From an optimization exercise on the open Yosys and OpenROAD flow, aimed at small area; shortcuts taken in it are not production practice. In this exercise RTL edits were held to simulation tests only and were not proved equivalent to the original. No driver is modelled on the clock port, so clocking that relies on it looks cheaper here than on a real chip.

==> juniper: inputs <==
Design hpf, start of the top module:
module hpf (
    input  wire        clk,
    input  wire        rst,           
    input  wire        op_valid,
    output wire        op_ready,
    input  wire [3:0]  op_sel,
    input  wire [7:0]  op_cmd,        
    input  wire [7:0]  op_plen,       
    input  wire [8:0]  op_flen,       
    input  wire [15:0] op_alg,        
    input  wire        pl_valid,
    input  wire [7:0]  pl_data,
    output wire        pl_ready,
    output wire        tx_valid,
    output wire [7:0]  tx_data,
    input  wire        tx_ready,
    input  wire        rx_valid,
    input  wire        rx_timeout,
    input  wire [7:0]  rx_data,
    output wire        rx_ready,
    output reg         done,
    output wire        busy,
    output reg  [2:0]  session,
    output wire [15:0] mode,
    output reg         mode_valid,
    output wire [2:0]  res_kind,
    output reg         fb_valid,
    output wire [8:0]  fb_len,
    output reg         info_valid,
    output wire [7:0]  info_n,
    output reg  [15:0] info_pkt,
    output reg  [15:0] info_id,
    output reg  [7:0]  det_count,
    output wire [3:0]  err_cause,
    output wire [8:0]  err_len,
    output wire        close_strobe,
  ...
==> flow/config.mk <==
export PLATFORM = sky130hd
export DESIGN_NAME = hpf
export DESIGN_NICKNAME = hpf
export VERILOG_FILES = /design/flow/design.v
export SDC_FILE = /design/flow/constraint.sdc
export NUM_CORES = 4
export LEC_CHECK = 0
export CAP_MARGIN = 0
export CORE_MARGIN = 2
export CORE_UTILIZATION = 40
export SLEW_MARGIN = 0
==> flow/constraint.sdc <==
create_clock -name core_clock -period 8.0 [get_ports {clk}]
set_input_delay 1.6000 -clock core_clock [delete_from_list [all_inputs] [get_ports {clk}]]
set_output_delay 1.6000 -clock core_clock [all_outputs]
set_load 0.01 [all_outputs]
standard.sh (not shown) runs the stock make flow with config.mk's settings and CLKGATE_MAP_FILE= SYNTH_SCRIPT=/design/flow/synth_recipe.tcl, a recipe that flattens the netlist after the stock synthesis.
==> flow/flow/run.sh <==
#!/bin/bash
# The standard layout with: an area-oriented ABC mapping in synthesis (flow/synth_override.tcl,
# registers unchanged), buf_1 port buffers, and a clock tree of clkbuf_8 that is then
# downsized where the flip-flop clock slew allows (flow/post_cts.tcl).
set -euo pipefail
here=$(pwd)
{ head -1 synth_recipe.tcl; cat flow/synth_override.tcl; tail -n +2 synth_recipe.tcl; } > my_synth.tcl
sed "s#synth_recipe.tcl#my_synth.tcl#" standard.sh > my_standard.sh
export BUFFER_PORTS_ARGS="-buffer_cell sky130_fd_sc_hd__buf_1"
export CTS_ARGS="-sink_clustering_enable -repair_clock_nets -buf_list sky130_fd_sc_hd__clkbuf_8 -root_buf sky130_fd_sc_hd__clkbuf_8 -dont_use_dummy_load"
export POST_CTS_TCL="$here/flow/post_cts.tcl"
bash my_standard.sh > standard.log 2>&1
==> flow/flow/post_cts.tcl <==
proc hpf_worst_clk_slew {} {
  estimate_parasitics -placement
  set w 0
  foreach p [get_pins -of_objects [all_registers] -filter "name == CLK"] {
    set s [get_property $p slew_max]
    if {$s > $w} { set w $s }
  }
  return $w
}
set hpf_limit 0.115
puts "post_cts: worst clock pin slew before [hpf_worst_clk_slew]"
foreach inst [get_cells *] {
  set m [get_property $inst ref_name]
  if {$m ne "sky130_fd_sc_hd__clkbuf_8"} { continue }
  foreach cand {sky130_fd_sc_hd__clkbuf_2 sky130_fd_sc_hd__clkbuf_4} {
    replace_cell $inst $cand
    set w [hpf_worst_clk_slew]
    if {$w <= $hpf_limit} {
      puts "post_cts: [get_name $inst] -> $cand (worst slew $w)"
      break
    }
    replace_cell $inst sky130_fd_sc_hd__clkbuf_8
  }
}
puts "post_cts: worst clock pin slew after [hpf_worst_clk_slew]"
detailed_placement
check_placement -verbose
estimate_parasitics -placement
==> flow/flow/synth_override.tcl <==
# Technology mapping for area: ABC restructures the logic (&deepsyn, 90 s), then maps it
# with area recovery, five rounds, at the real clock period (ps), and adders are left to ABC (no Kogge-Stone carry map, no full-adder
# extraction). Registers, flattening and renaming are exactly the standard synthesis's.
set ::my_abc_script {+strash;&get,-n;&deepsyn,-T,90;&st;&dc2;&dch,-f;&nf,-R,1000;&st;&dc2;&dch,-f;&nf,-R,1000;&st;&dc2;&dch,-f;&nf,-R,1000;&st;&dc2;&dch,-f;&nf,-R,1000;&st;&dc2;&dch,-f;&nf,-R,1000;&put}
proc abc {args} {
  set a {}
  set skip 0
  foreach x $args {
    if {$skip} { set skip 0; continue }
    if {$x eq "-script" || $x eq "-D"} { set skip 1; continue }
    lappend a $x
  }
  yosys abc -script $::my_abc_script -D 8000 {*}$a
}
proc synth {args} {
  set a {}
  set skip 0
  foreach x $args {
    if {$skip} { set skip 0; continue }
    if {$x eq "-extra-map"} { set skip 1; continue }
    lappend a $x
  }
  yosys synth -nofsm -noshare {*}$a
}
proc extract_fa {args} {}
==> inputs of lagoon, as changes to juniper <==
--- a/flow/design.v
+++ b/flow/design.v
@@ -46,35 +46,33 @@
                      OP_POLL = 4'h7, OP_CLOSE = 4'h8;
     localparam [2:0] SS_UNINIT = 3'd0, SS_CONN = 3'd1, SS_MODESET = 3'd2,
                      SS_POLLING = 3'd3, SS_CLOSED = 3'd4;
     localparam [2:0] RK_NONE = 3'd0, RK_DONE = 3'd1, RK_FRAME = 3'd2,
                      RK_ACK = 3'd3, RK_SINGLE = 3'd4, RK_DET = 3'd5;
     localparam [3:0] E_TIMEOUT = 4'd1, E_BAD_PREFIX = 4'd2, E_BAD_CSUM = 4'd3,
                      E_ACK_MISMATCH = 4'd4, E_UNKNOWN_CMD = 4'd5,
                      E_UNEXPECTED_CMD = 4'd8, E_BAD_STATE = 4'd9, E_CONTRACT = 4'd10;
-    localparam [2:0] K_FRAME = 3'd4, K_RESP = 3'd1, K_SEND = 3'd0, K_POLL = 3'd3,
-                     K_KNOCK = 3'd6, K_SETMODE = 3'd7;
+    localparam [2:0] K_FRAME = 3'd0, K_RESP = 3'd1, K_SEND = 3'd2, K_POLL = 3'd3,
+                     K_KNOCK = 3'd4, K_SETMODE = 3'd5;
     reg        tx_ph;               
     reg        rx_ph;               
     reg [2:0]  kop;
+    reg [2:0]  hp;                  
     reg [8:0]  idx;                 
     reg [7:0]  acc;                 
     reg [63:0] sd;                  
     reg [2:0]  mode_r;
     reg        pfx_ok;
     reg [2:0]  cls;                 
     reg [3:0]  rc;                  
     localparam [3:0] R_NONE = 4'd0, R_DONE = 4'd12, R_FRAME = 4'd13, R_ACK = 4'd14,
                      R_SINGLE = 4'd15, R_DET = 4'd11;
-    wire [7:0] s_plen = sd[7:0];      
-    wire [8:0] s_rem  = sd[8:0];      
-    wire [7:0] s_cmd  = sd[15:8];
-    wire [8:0] rem_dec = s_rem - 9'd1;
-    wire [2:0] hp     = cls;          
+    wire [7:0] s_cmd  = sd[7:0];
+    wire [7:0] s_plen = sd[15:8];
     wire [8:0] s_flen = sd[8:0];
     wire [2:0] s_alg  = sd[18:16];
     assign busy     = tx_ph | rx_ph;
     wire   rc_kind  = (rc >= 4'd11);
     assign res_kind = rc_kind ? (rc == R_DET ? RK_DET : {1'b0, rc[1:0]} + 3'd1) : RK_NONE;
     assign err_cause = rc_kind ? 4'd0 : rc;
     assign op_ready = ~busy;
     assign mode     = {13'd0, mode_r};
@@ -106,39 +104,40 @@
     always @* begin
         case (hp)
             3'd0:    tx_byte = 8'h55;
             3'd1:    tx_byte = 8'hAA;
             3'd2:    tx_byte = 8'h11;
             3'd3:    tx_byte = s_plen;
             3'd4:    tx_byte = s_cmd;
             default: tx_byte = pl_zero ? acc : (kop == K_SEND) ? pl_data :
-                               {5'd0, s_alg & {3{sd[1]}}};
+                               {5'd0, s_alg & {3{s_plen[1]}}};
         endcase
     end
     assign tx_valid = tx_ph & (~tx_host | pl_valid);
     assign tx_data  = tx_byte;
     assign pl_ready = tx_ph & tx_host & tx_ready;
     wire   tx_fire  = tx_valid & tx_ready;
     assign rx_ready = rx_ph;
     wire   rx_fire  = rx_valid & rx_ph;
     wire   rx_byte  = rx_fire & ~rx_timeout;
     wire [8:0] idx_inc = idx + 9'd1;
     wire   is_resp  = (kop == K_RESP) || (kop == K_POLL);
     wire   is_ack   = (kop == K_KNOCK) || (kop == K_SETMODE);
-    wire   rx_last  = (kop == K_FRAME) ? (s_rem == 9'd1) :
+    wire   rx_last  = (kop == K_FRAME) ? (idx_inc == s_flen) :
                       is_ack ? (idx[3:0] == 4'd5) : (idx[3:0] == 4'd15);
     wire   sum_ok   = (acc == rx_data);
     wire   frame_ok = pfx_ok & sum_ok;
     wire   c_det    = cls[2] & ~cls[1];
     wire   c_known  = (cls != 3'd0);
     wire   c_info   = (cls == 3'd2);
     wire   c_ok     = cls[1] & cls[0];
     wire   c_ack    = (cls == 3'd7);
-    wire   det_last = (det_count == 8'd1);
+    wire [7:0] dc_inc = det_count + 8'd1;
+    wire   det_last = (dc_inc == info_n);
     wire   in_f     = (idx >= 9'd5) && (idx <= 9'd8);
     wire   in_d     = (idx >= 9'd5) && (idx <= 9'd12);
     reg [7:0] pfx_byte;
     always @* begin
         case (idx[1:0])
             2'd0:    pfx_byte = 8'h55;
             2'd1:    pfx_byte = 8'hAA;
             default: pfx_byte = 8'h11;
@@ -171,17 +170,17 @@
             rc         <= R_NONE;
             fb_valid   <= 1'b0;
             info_valid <= 1'b0;
             det_count  <= 8'd0;
         end else begin
             done <= 1'b0;
             if (accept) begin
                 rc        <= R_NONE;
-                cls       <= 3'd0;
+                hp        <= 3'd0;
                 acc       <= 8'd0;
                 pfx_ok    <= 1'b1;
                 if (op_sel != OP_OPEN && op_sel != OP_SEND && op_sel != OP_CLOSE)
                     idx <= 9'd0;
                 if (!adm_ok) begin
                     rc       <= (!sel_ok || st_ok) ? E_CONTRACT : E_BAD_STATE;
                     fb_valid  <= 1'b0;
                     det_count <= 8'd0;
@@ -195,17 +194,17 @@
                         end
                         OP_CLOSE: begin
                             session  <= SS_CLOSED;
                             rc      <= R_DONE;
                             done     <= 1'b1;
                         end
                         OP_SEND: begin
                             kop        <= K_SEND;
-                            sd[15:0]   <= {op_cmd, op_plen};
+                            sd[15:0]   <= {op_plen, op_cmd};
                             tx_ph      <= 1'b1;
                         end
                         OP_READ_FRAME: begin
                             kop        <= K_FRAME;
                             sd[8:0]    <= op_flen;
                             fb_valid   <= 1'b0;
                             rx_ph      <= 1'b1;
                         end
@@ -213,44 +212,44 @@
                             kop        <= K_RESP;
                             fb_valid   <= 1'b0;
                             det_count  <= 8'd0;
                             info_valid <= 1'b0;
                             rx_ph      <= 1'b1;
                         end
                         OP_KNOCK: begin
                             kop        <= K_KNOCK;
-                            sd[15:0]   <= {8'h2C, 8'd0};
+                            sd[15:0]   <= {8'd0, 8'h2C};
                             fb_valid   <= 1'b0;
                             tx_ph      <= 1'b1;
                         end
                         OP_SET_MODE: begin
                             kop        <= K_SETMODE;
-                            sd[18:0]   <= {op_alg[2:0], 8'h2D, 8'd2};
+                            sd[18:0]   <= {op_alg[2:0], 8'd2, 8'h2D};
                             fb_valid   <= 1'b0;
                             tx_ph      <= 1'b1;
                         end
                         default: begin   
                             kop        <= K_POLL;
-                            sd[15:0]   <= {8'h20, 8'd0};
+                            sd[15:0]   <= {8'd0, 8'h20};
                             fb_valid   <= 1'b0;
                             det_count  <= 8'd0;
                             info_valid <= 1'b0;
                             session    <= SS_POLLING;
                             tx_ph      <= 1'b1;
                         end
                     endcase
                 end
             end
             if (tx_fire) begin
                 acc <= acc + tx_byte;
                 if (!tx_body)
-                    cls <= cls + 3'd1;
+                    hp <= hp + 3'd1;
                 else if (!pl_zero)
-                    sd[8:0] <= rem_dec;
+                    sd[15:8] <= s_plen - 8'd1;
                 else begin
                     acc   <= 8'd0;
                     tx_ph <= 1'b0;
                     if (kop == K_SEND) begin
                         rc      <= R_DONE;
                         done     <= 1'b1;
                     end else begin
                         rx_ph <= 1'b1;
@@ -262,18 +261,16 @@
                     rc       <= E_TIMEOUT;
                     fb_valid  <= 1'b0;
                     det_count <= 8'd0;
                     rx_ph     <= 1'b0;
                     done      <= 1'b1;
                 end else begin
                     idx <= idx_inc;
                     acc <= acc + rx_data;
-                    if (kop == K_FRAME)
-                        sd[8:0] <= rem_dec;
                     if (idx[8:2] == 7'd0 && idx[1:0] != 2'd3 && rx_data != pfx_byte)
                         pfx_ok <= 1'b0;
                     if (idx == 9'd3)
                         cls <= {(rx_data == 8'h00), 2'b00};
                     if (idx == 9'd4)
                         cls <= cls_in;
                     if (is_resp && !info_valid && in_f)
                         {info_id, info_pkt} <= {rx_data, info_id, info_pkt[15:8]};
@@ -304,17 +301,16 @@
                                 end
                                 rc      <= R_DONE;
                             end
                         end else if (!info_valid) begin
                             if (c_ok) begin
                                 rc      <= R_ACK;
                             end else if (c_info) begin
                                 info_valid <= 1'b1;
-                                det_count  <= info_n;
                                 if (info_n == 8'd0) begin
                                     rc      <= R_DET;
                                 end else begin
                                     idx   <= 9'd0;
                                     rx_ph <= 1'b1;
                                     done  <= 1'b0;
                                 end
                             end else if (c_known) begin
@@ -325,19 +321,18 @@
                                 det_count <= 8'd0;
                             end
                         end else begin
                             if (!c_det) begin
                                 rc       <= c_known ? E_UNEXPECTED_CMD : E_UNKNOWN_CMD;
                                 fb_valid  <= 1'b0;
                                 det_count <= 8'd0;
                             end else begin
-                                det_count <= det_count - 8'd1;
+                                det_count <= dc_inc;
                                 if (det_last) begin
-                                    det_count <= info_n;
                                     rc      <= R_DET;
                                 end else begin
                                     idx   <= 9'd0;
                                     rx_ph <= 1'b1;
                                     done  <= 1'b0;
                                 end
                             end
                         end
==> flow/flow/synth_override.tcl (replaced) <==
# Technology mapping for area: ABC maps with an area-recovering script at the real clock
# period (ps), and adders are left to ABC (no Kogge-Stone carry map, no full-adder
# extraction). Registers, flattening and renaming are exactly the standard synthesis's.
set ::my_abc_script {+strash;&get,-n;&st;&dch,-f;&nf,-R,1000;&put}
proc abc {args} {
  set a {}
  set skip 0
  foreach x $args {
    if {$skip} { set skip 0; continue }
    if {$x eq "-script" || $x eq "-D"} { set skip 1; continue }
    lappend a $x
  }
  yosys abc -script $::my_abc_script -D 8000 {*}$a
}
proc synth {args} {
  set a {}
  set skip 0
  foreach x $args {
    if {$skip} { set skip 0; continue }
    if {$x eq "-extra-map"} { set skip 1; continue }
    lappend a $x
  }
  yosys synth -nofsm -noshare {*}$a
}
proc extract_fa {args} {}
CORE_UTILIZATION = 65   (was 40)
==> inputs of umber, as changes to juniper <==
==> flow/flow/run.sh (replaced) <==
#!/bin/bash
# The standard layout with: an area-oriented ABC mapping in synthesis (flow/synth_override.tcl,
# registers unchanged), buf_1 port buffers, and a clock tree of clkbuf_8 that is then
# downsized, leaves first, where the flip-flop clock slew allows (flow/post_cts.tcl).
set -euo pipefail
here=$(pwd)
{ head -1 synth_recipe.tcl; cat flow/synth_override.tcl; tail -n +2 synth_recipe.tcl; } > my_synth.tcl
sed "s#synth_recipe.tcl#my_synth.tcl#" standard.sh > my_standard.sh
export BUFFER_PORTS_ARGS="-buffer_cell sky130_fd_sc_hd__buf_1"
export CTS_ARGS="-sink_clustering_enable -repair_clock_nets -buf_list sky130_fd_sc_hd__clkbuf_8 -root_buf sky130_fd_sc_hd__clkbuf_8 -dont_use_dummy_load"
export POST_CTS_TCL="$here/flow/post_cts.tcl"
bash my_standard.sh > standard.log 2>&1
==> flow/flow/post_cts.tcl (replaced) <==
proc hpf_worst_clk_slew {} {
  estimate_parasitics -placement
  set w 0
  foreach p [get_pins -of_objects [all_registers] -filter "name == CLK"] {
    set s [get_property $p slew_max]
    if {$s > $w} { set w $s }
  }
  return $w
}
proc hpf_is_leaf {inst} {
  foreach p [get_pins -of_objects $inst -filter "direction == output"] {
    foreach l [get_pins -of_objects [get_nets -of_objects $p] -filter "direction == input"] {
      if {[get_property $l name] eq "CLK"} { return 1 }
    }
  }
  return 0
}
set hpf_limit 0.120
puts "post_cts: worst clock pin slew before [hpf_worst_clk_slew]"
set hpf_leaves {}
set hpf_upper {}
foreach inst [get_cells *] {
  if {[get_property $inst ref_name] ne "sky130_fd_sc_hd__clkbuf_8"} { continue }
  if {[hpf_is_leaf $inst]} { lappend hpf_leaves $inst } else { lappend hpf_upper $inst }
}
foreach inst [concat $hpf_leaves $hpf_upper] {
  foreach cand {sky130_fd_sc_hd__clkbuf_2 sky130_fd_sc_hd__clkbuf_4} {
    replace_cell $inst $cand
    set w [hpf_worst_clk_slew]
    if {$w <= $hpf_limit} {
      puts "post_cts: [get_name $inst] -> $cand (worst slew $w)"
      break
    }
    replace_cell $inst sky130_fd_sc_hd__clkbuf_8
  }
}
puts "post_cts: worst clock pin slew after [hpf_worst_clk_slew]"
detailed_placement
check_placement -verbose
estimate_parasitics -placement
==> inputs of raven, as changes to juniper <==
--- a/flow/design.v
+++ b/flow/design.v
@@ -46,35 +46,33 @@
                      OP_POLL = 4'h7, OP_CLOSE = 4'h8;
     localparam [2:0] SS_UNINIT = 3'd0, SS_CONN = 3'd1, SS_MODESET = 3'd2,
                      SS_POLLING = 3'd3, SS_CLOSED = 3'd4;
     localparam [2:0] RK_NONE = 3'd0, RK_DONE = 3'd1, RK_FRAME = 3'd2,
                      RK_ACK = 3'd3, RK_SINGLE = 3'd4, RK_DET = 3'd5;
     localparam [3:0] E_TIMEOUT = 4'd1, E_BAD_PREFIX = 4'd2, E_BAD_CSUM = 4'd3,
                      E_ACK_MISMATCH = 4'd4, E_UNKNOWN_CMD = 4'd5,
                      E_UNEXPECTED_CMD = 4'd8, E_BAD_STATE = 4'd9, E_CONTRACT = 4'd10;
-    localparam [2:0] K_FRAME = 3'd4, K_RESP = 3'd1, K_SEND = 3'd0, K_POLL = 3'd3,
-                     K_KNOCK = 3'd6, K_SETMODE = 3'd7;
+    localparam [2:0] K_FRAME = 3'd0, K_RESP = 3'd1, K_SEND = 3'd2, K_POLL = 3'd3,
+                     K_KNOCK = 3'd4, K_SETMODE = 3'd5;
     reg        tx_ph;               
     reg        rx_ph;               
     reg [2:0]  kop;
+    reg [2:0]  hp;                  
     reg [8:0]  idx;                 
     reg [7:0]  acc;                 
     reg [63:0] sd;                  
     reg [2:0]  mode_r;
     reg        pfx_ok;
     reg [2:0]  cls;                 
     reg [3:0]  rc;                  
     localparam [3:0] R_NONE = 4'd0, R_DONE = 4'd12, R_FRAME = 4'd13, R_ACK = 4'd14,
                      R_SINGLE = 4'd15, R_DET = 4'd11;
-    wire [7:0] s_plen = sd[7:0];      
-    wire [8:0] s_rem  = sd[8:0];      
-    wire [7:0] s_cmd  = sd[15:8];
-    wire [8:0] rem_dec = s_rem - 9'd1;
-    wire [2:0] hp     = cls;          
+    wire [7:0] s_cmd  = sd[7:0];
+    wire [7:0] s_plen = sd[15:8];
     wire [8:0] s_flen = sd[8:0];
     wire [2:0] s_alg  = sd[18:16];
     assign busy     = tx_ph | rx_ph;
     wire   rc_kind  = (rc >= 4'd11);
     assign res_kind = rc_kind ? (rc == R_DET ? RK_DET : {1'b0, rc[1:0]} + 3'd1) : RK_NONE;
     assign err_cause = rc_kind ? 4'd0 : rc;
     assign op_ready = ~busy;
     assign mode     = {13'd0, mode_r};
@@ -106,39 +104,40 @@
     always @* begin
         case (hp)
             3'd0:    tx_byte = 8'h55;
             3'd1:    tx_byte = 8'hAA;
             3'd2:    tx_byte = 8'h11;
             3'd3:    tx_byte = s_plen;
             3'd4:    tx_byte = s_cmd;
             default: tx_byte = pl_zero ? acc : (kop == K_SEND) ? pl_data :
-                               {5'd0, s_alg & {3{sd[1]}}};
+                               {5'd0, s_alg & {3{s_plen[1]}}};
         endcase
     end
     assign tx_valid = tx_ph & (~tx_host | pl_valid);
     assign tx_data  = tx_byte;
     assign pl_ready = tx_ph & tx_host & tx_ready;
     wire   tx_fire  = tx_valid & tx_ready;
     assign rx_ready = rx_ph;
     wire   rx_fire  = rx_valid & rx_ph;
     wire   rx_byte  = rx_fire & ~rx_timeout;
     wire [8:0] idx_inc = idx + 9'd1;
     wire   is_resp  = (kop == K_RESP) || (kop == K_POLL);
     wire   is_ack   = (kop == K_KNOCK) || (kop == K_SETMODE);
-    wire   rx_last  = (kop == K_FRAME) ? (s_rem == 9'd1) :
+    wire   rx_last  = (kop == K_FRAME) ? (idx_inc == s_flen) :
                       is_ack ? (idx[3:0] == 4'd5) : (idx[3:0] == 4'd15);
     wire   sum_ok   = (acc == rx_data);
     wire   frame_ok = pfx_ok & sum_ok;
     wire   c_det    = cls[2] & ~cls[1];
     wire   c_known  = (cls != 3'd0);
     wire   c_info   = (cls == 3'd2);
     wire   c_ok     = cls[1] & cls[0];
     wire   c_ack    = (cls == 3'd7);
-    wire   det_last = (det_count == 8'd1);
+    wire [7:0] dc_inc = det_count + 8'd1;
+    wire   det_last = (dc_inc == info_n);
     wire   in_f     = (idx >= 9'd5) && (idx <= 9'd8);
     wire   in_d     = (idx >= 9'd5) && (idx <= 9'd12);
     reg [7:0] pfx_byte;
     always @* begin
         case (idx[1:0])
             2'd0:    pfx_byte = 8'h55;
             2'd1:    pfx_byte = 8'hAA;
             default: pfx_byte = 8'h11;
@@ -171,17 +170,17 @@
             rc         <= R_NONE;
             fb_valid   <= 1'b0;
             info_valid <= 1'b0;
             det_count  <= 8'd0;
         end else begin
             done <= 1'b0;
             if (accept) begin
                 rc        <= R_NONE;
-                cls       <= 3'd0;
+                hp        <= 3'd0;
                 acc       <= 8'd0;
                 pfx_ok    <= 1'b1;
                 if (op_sel != OP_OPEN && op_sel != OP_SEND && op_sel != OP_CLOSE)
                     idx <= 9'd0;
                 if (!adm_ok) begin
                     rc       <= (!sel_ok || st_ok) ? E_CONTRACT : E_BAD_STATE;
                     fb_valid  <= 1'b0;
                     det_count <= 8'd0;
@@ -195,17 +194,17 @@
                         end
                         OP_CLOSE: begin
                             session  <= SS_CLOSED;
                             rc      <= R_DONE;
                             done     <= 1'b1;
                         end
                         OP_SEND: begin
                             kop        <= K_SEND;
-                            sd[15:0]   <= {op_cmd, op_plen};
+                            sd[15:0]   <= {op_plen, op_cmd};
                             tx_ph      <= 1'b1;
                         end
                         OP_READ_FRAME: begin
                             kop        <= K_FRAME;
                             sd[8:0]    <= op_flen;
                             fb_valid   <= 1'b0;
                             rx_ph      <= 1'b1;
                         end
@@ -213,44 +212,44 @@
                             kop        <= K_RESP;
                             fb_valid   <= 1'b0;
                             det_count  <= 8'd0;
                             info_valid <= 1'b0;
                             rx_ph      <= 1'b1;
                         end
                         OP_KNOCK: begin
                             kop        <= K_KNOCK;
-                            sd[15:0]   <= {8'h2C, 8'd0};
+                            sd[15:0]   <= {8'd0, 8'h2C};
                             fb_valid   <= 1'b0;
                             tx_ph      <= 1'b1;
                         end
                         OP_SET_MODE: begin
                             kop        <= K_SETMODE;
-                            sd[18:0]   <= {op_alg[2:0], 8'h2D, 8'd2};
+                            sd[18:0]   <= {op_alg[2:0], 8'd2, 8'h2D};
                             fb_valid   <= 1'b0;
                             tx_ph      <= 1'b1;
                         end
                         default: begin   
                             kop        <= K_POLL;
-                            sd[15:0]   <= {8'h20, 8'd0};
+                            sd[15:0]   <= {8'd0, 8'h20};
                             fb_valid   <= 1'b0;
                             det_count  <= 8'd0;
                             info_valid <= 1'b0;
                             session    <= SS_POLLING;
                             tx_ph      <= 1'b1;
                         end
                     endcase
                 end
             end
             if (tx_fire) begin
                 acc <= acc + tx_byte;
                 if (!tx_body)
-                    cls <= cls + 3'd1;
+                    hp <= hp + 3'd1;
                 else if (!pl_zero)
-                    sd[8:0] <= rem_dec;
+                    sd[15:8] <= s_plen - 8'd1;
                 else begin
                     acc   <= 8'd0;
                     tx_ph <= 1'b0;
                     if (kop == K_SEND) begin
                         rc      <= R_DONE;
                         done     <= 1'b1;
                     end else begin
                         rx_ph <= 1'b1;
@@ -262,18 +261,16 @@
                     rc       <= E_TIMEOUT;
                     fb_valid  <= 1'b0;
                     det_count <= 8'd0;
                     rx_ph     <= 1'b0;
                     done      <= 1'b1;
                 end else begin
                     idx <= idx_inc;
                     acc <= acc + rx_data;
-                    if (kop == K_FRAME)
-                        sd[8:0] <= rem_dec;
                     if (idx[8:2] == 7'd0 && idx[1:0] != 2'd3 && rx_data != pfx_byte)
                         pfx_ok <= 1'b0;
                     if (idx == 9'd3)
                         cls <= {(rx_data == 8'h00), 2'b00};
                     if (idx == 9'd4)
                         cls <= cls_in;
                     if (is_resp && !info_valid && in_f)
                         {info_id, info_pkt} <= {rx_data, info_id, info_pkt[15:8]};
@@ -304,17 +301,16 @@
                                 end
                                 rc      <= R_DONE;
                             end
                         end else if (!info_valid) begin
                             if (c_ok) begin
                                 rc      <= R_ACK;
                             end else if (c_info) begin
                                 info_valid <= 1'b1;
-                                det_count  <= info_n;
                                 if (info_n == 8'd0) begin
                                     rc      <= R_DET;
                                 end else begin
                                     idx   <= 9'd0;
                                     rx_ph <= 1'b1;
                                     done  <= 1'b0;
                                 end
                             end else if (c_known) begin
@@ -325,19 +321,18 @@
                                 det_count <= 8'd0;
                             end
                         end else begin
                             if (!c_det) begin
                                 rc       <= c_known ? E_UNEXPECTED_CMD : E_UNKNOWN_CMD;
                                 fb_valid  <= 1'b0;
                                 det_count <= 8'd0;
                             end else begin
-                                det_count <= det_count - 8'd1;
+                                det_count <= dc_inc;
                                 if (det_last) begin
-                                    det_count <= info_n;
                                     rc      <= R_DET;
                                 end else begin
                                     idx   <= 9'd0;
                                     rx_ph <= 1'b1;
                                     done  <= 1'b0;
                                 end
                             end
                         end
==> flow/flow/synth_override.tcl (replaced) <==
# Technology mapping for area: ABC maps with an area-recovering script at the real clock
# period (ps), and adders are left to ABC (no Kogge-Stone carry map, no full-adder
# extraction). Registers, flattening and renaming are exactly the standard synthesis's.
set ::my_abc_script {+strash;&get,-n;&st;&dch,-f;&nf,-R,1000;&put}
proc abc {args} {
  set a {}
  set skip 0
  foreach x $args {
    if {$skip} { set skip 0; continue }
    if {$x eq "-script" || $x eq "-D"} { set skip 1; continue }
    lappend a $x
  }
  yosys abc -script $::my_abc_script -D 8000 {*}$a
}
proc synth {args} {
  set a {}
  set skip 0
  foreach x $args {
    if {$skip} { set skip 0; continue }
    if {$x eq "-extra-map"} { set skip 1; continue }
    lappend a $x
  }
  yosys synth -nofsm -noshare {*}$a
}
proc extract_fa {args} {}
==> flow_metrics.tcl <==
set metrics [dict create \
    final_cells 1328 \
    tapCellCount 270 \
    clk_share_pct 1.64 \
    drt-initial-drc-count 889 \
    grt.total_usage_pct 23.1 \
    wire_per_inst_um 19.1 \
    fin_ws_ns 1.72 \
    powerDensity_nw_per_um2 153 \
    signal_buffers 238 \
    outcome "no timing/DRC/antenna violations" \
]
That was raven.
==> flow_metrics.tcl <==
set metrics [dict create \
    outcome "no timing/DRC/antenna violations" \
    drt-initial-drc-count 621 \
    wire_per_inst_um 20.1 \
    clk_share_pct 1.97 \
    fin_ws_ns 2.55 \
    signal_buffers 236 \
    powerDensity_nw_per_um2 164 \
    final_cells 1191 \
    grt.total_usage_pct 24.3 \
]
That was juniper.
==> flow_metrics.tcl <==
set metrics [dict create \
    tapCellCount 168 \
    clk_share_pct 1.63 \
    final_cells 1222 \
    signal_buffers 236 \
    wire_per_inst_um 19.5 \
    outcome "no timing/DRC/antenna violations" \
    drt-initial-drc-count 1000 \
    fin_ws_ns 1.34 \
]
That was lagoon.
==> flow_metrics.tcl <==
set metrics [dict create \
    grt.total_usage_pct 24.3 \
    clock_latency_ns 0.55 \
    wire_per_inst_um 20.1 \
    powerDensity_nw_per_um2 162 \
    outcome "no timing/DRC/antenna violations" \
    signal_buffers 236 \
    drt-initial-drc-count 601 \
    async_flop_share_pct 0 \
    fin_ws_ns 2.65 \
]
That was umber.

static timing again, ports no longer ideal:
The flow's constraints put no driver on any port. The routed layouts listed below were extracted and timed again, unchanged, in two steps. Step 1, drivers: a clkbuf_16 drives clk and a buf_2 each remaining input, both assumed. Step 2 also shifts input and output timing later by t, the mid clock arrival at the registers, as if the neighbouring blocks saw the same clock. Slacks: ideal / step 1 / step 2; pairs: ideal / step 1.
| run | t (ns) | setup slack, ns | latest minus earliest clock arrival (ns) | cell pins on the clock port's net |
|---|---|---|---|---|
| juniper | 0.762 | 2.553 / 2.514 / 2.607 | 0.046 / 0.046 | 1 |
| lagoon | 0.776 | 1.345 / 1.313 / 2.089 | 0.046 / 0.045 | 1 |
| umber | 0.578 | 2.646 / 2.622 / 2.622 | 0.038 / 0.039 | 1 |
| raven | 0.754 | 1.723 / 1.685 / 2.439 | 0.067 / 0.068 | 1 |
After both steps setup and hold are still met in every run listed. The setup slack of umber, which loses most, moves by -0.024 ns with the drivers and by -0.024 ns with both steps.
